What follows belongs to an exercise in optimizing a design on an open flow for a short achievable clock period; a production flow would make more cautious choices. The RTL was checked by simulation tests, not by an equivalence proof against the original design. Power figures rest on the tool's default switching activity, not on a simulated workload.

== the reference run ==
==> flow/design.v (excerpt) <==
module ajq_top #(
    parameter N_RX = 16,
    parameter N_TX = 16
) (
    input  wire        clk,
    input  wire        rst,
    input  wire        drx_req_valid,
    input  wire [39:0] drx_req,
    output wire        drx_req_ready,
    output reg         drx_rsp_valid,
    output wire [33:0] drx_rsp,
    input  wire        dtx_req_valid,
    input  wire [39:0] dtx_req,
    output wire        dtx_req_ready,
    output reg         dtx_rsp_valid,
    output wire [33:0] dtx_rsp,
    input  wire        m_req_valid,
    input  wire [39:0] m_req,
    output wire        m_req_ready,
    output reg         m_rsp_valid,
    output reg  [33:0] m_rsp,
    output wire        rxq_empty,
    output wire        rxq_full,
    output wire        txq_empty,
    output wire        txq_full,
    output wire        tx_irq_en,
    output wire [31:0] pkt
);
    reg [14:0] rt_q;         
    reg        rnf_q;        
    reg        rxe_q;        
  ...
For scale: about 530 flip-flops, roughly 270 I/O pins, ~0.024 mm² of cells after synthesis.
==> flow/config.mk <==
export PLATFORM = sky130hd
export DESIGN_NAME = ajq_top
export DESIGN_NICKNAME = ajq_top
export VERILOG_FILES = /design/flow/design.v
export SDC_FILE = /design/flow/constraint.sdc
export NUM_CORES = 4
export LEC_CHECK = 0
export ABC_CLOCK_PERIOD_IN_PS = 1500
export CAP_MARGIN = 20
export CORE_MARGIN = 2
export CORE_UTILIZATION = 40
export SETUP_SLACK_MARGIN = 2.4
export SLEW_MARGIN = 20
export TNS_END_PERCENT = 100
==> flow/constraint.sdc <==
create_clock -name core_clock -period 4.0 [get_ports {clk}]
set_input_delay 0.8000 -clock core_clock [delete_from_list [all_inputs] [get_ports {clk}]]
set_output_delay 0.8000 -clock core_clock [all_outputs]
set_load 0.01 [all_outputs]
run.sh (not shown) runs the stock make flow with config.mk's settings and CLKGATE_MAP_FILE= SYNTH_SCRIPT=/design/flow/synth_recipe.tcl, a recipe that flattens the netlist after the stock synthesis.
The reference run ran to completion and came out clean on the timing, design-rule and antenna checks.
The inputs of the trial run differ from those of the reference run as listed below.
==> flow/flow/run.sh (new file) <==
#!/bin/bash
set -euo pipefail
export BUFFER_PORTS_ARGS="-buffer_cell sky130_fd_sc_hd__buf_4"
export POST_RESIZE_TCL="$PWD/flow/size_inputs.tcl"
bash standard.sh MATCH_CELL_FOOTPRINT=0 finish > flow_make.log 2>&1
==> flow/flow/size_inputs.tcl (new file) <==
# Size each input port's buffer to the number of loads it drives.
set block [ord::get_db_block]
foreach bterm [$block getBTerms] {
  if { [$bterm getIoType] != "INPUT" || [$bterm getName] == "clk" } { continue }
  set net [$bterm getNet]
  if { $net == "NULL" } { continue }
  foreach iterm [$net getITerms] {
    set inst [$iterm getInst]
    set master [[$inst getMaster] getName]
    if { ![string match "sky130_fd_sc_hd__buf_*" $master] } { continue }
    set fo 0
    foreach it [$inst getITerms] {
      if { [$it isOutputSignal] } {
        set onet [$it getNet]
        if { $onet != "NULL" } { set fo [expr { [llength [$onet getITerms]] - 1 }] }
      }
    }
    if { $fo > 10 } {
      set new sky130_fd_sc_hd__buf_12
    } elseif { $fo > 4 } {
      set new sky130_fd_sc_hd__buf_8
    } else {
      continue
    }
    puts "size_inputs: [$inst getName] ([$bterm getName], $fo loads) $master -> $new"
    replace_cell [get_cells [$inst getName]] $new
  }
}
==> flow/standard.sh (new file) <==
#!/bin/bash
# synth_recipe.tcl (not shown) runs the flow's synth.tcl, then flattens the netlist and writes it again
# the make line also repeats each setting of config.mk as NAME=value (left out here)
make -C /OpenROAD-flow-scripts/flow DESIGN_CONFIG=/design/flow/config.mk WORK_HOME=/design/flow/orfs CLKGATE_MAP_FILE= SYNTH_SCRIPT=/design/flow/synth_recipe.tcl "${@:-finish}"
removed: flow/run.sh
==> comparison <==
The highest metal layer with signal wires comes out met4 in one run and met5 in the other, namely in the trial run and the reference run respectively. Compared with the reference run, the trial run shows a higher setup slack. Compared the reference run against the trial run; final standard cell area without fillers within noise. Sequential share of layout area in the trial run is 0.16 points higher than in the reference run. In the trial run the total wire length after detailed routing turned out about 1.8% lower than in the reference run. Per the comparison of the trial run with the reference run, power share of the combinational group decreased by 0.2 points relative to the old numbers, layout overhead on the synthesized area shrank by 0.38 points, share of power burned in the clock network -0.6 points, reported leakage power shows an increase of 0.62%. Switching power as a share of total power in the trial run is 0.45 points lower than in the reference run. Delta(layout buffering overhead excluding clock cells, the trial run - the reference run) < 0. In summary, the trial run completed successfully, with a layout that passed the timing, design-rule and antenna checks.

[separate check: timing with driven ports]
Ports are ideal in the flow. The routed layouts listed here were re-timed in OpenROAD.
Step 1: set_driving_cell puts a clkbuf_16 on clk and a buf_2 on each other input, an assumption about the parent block.
Step 2 also shifts input and output timing later by t, the mid clock arrival at the registers, as if the neighbouring blocks saw the same clock.
Slacks: ideal ports / drivers / drivers and shift; pairs: ideal ports / drivers.
run	t, ns	slack for setup (ns)	worst setup path at the end	worst data-port slew with drivers (ns)
the reference run	0.684	1.766 / 1.781 / 1.122	input to register	0.13
the trial run	0.681	1.853 / 1.782 / 1.101	input to register	0.27
After both steps setup and hold are still met in every run listed. For the trial run, which loses most, drivers alone change the setup slack by -0.071 ns; drivers and shift together by -0.752 ns.
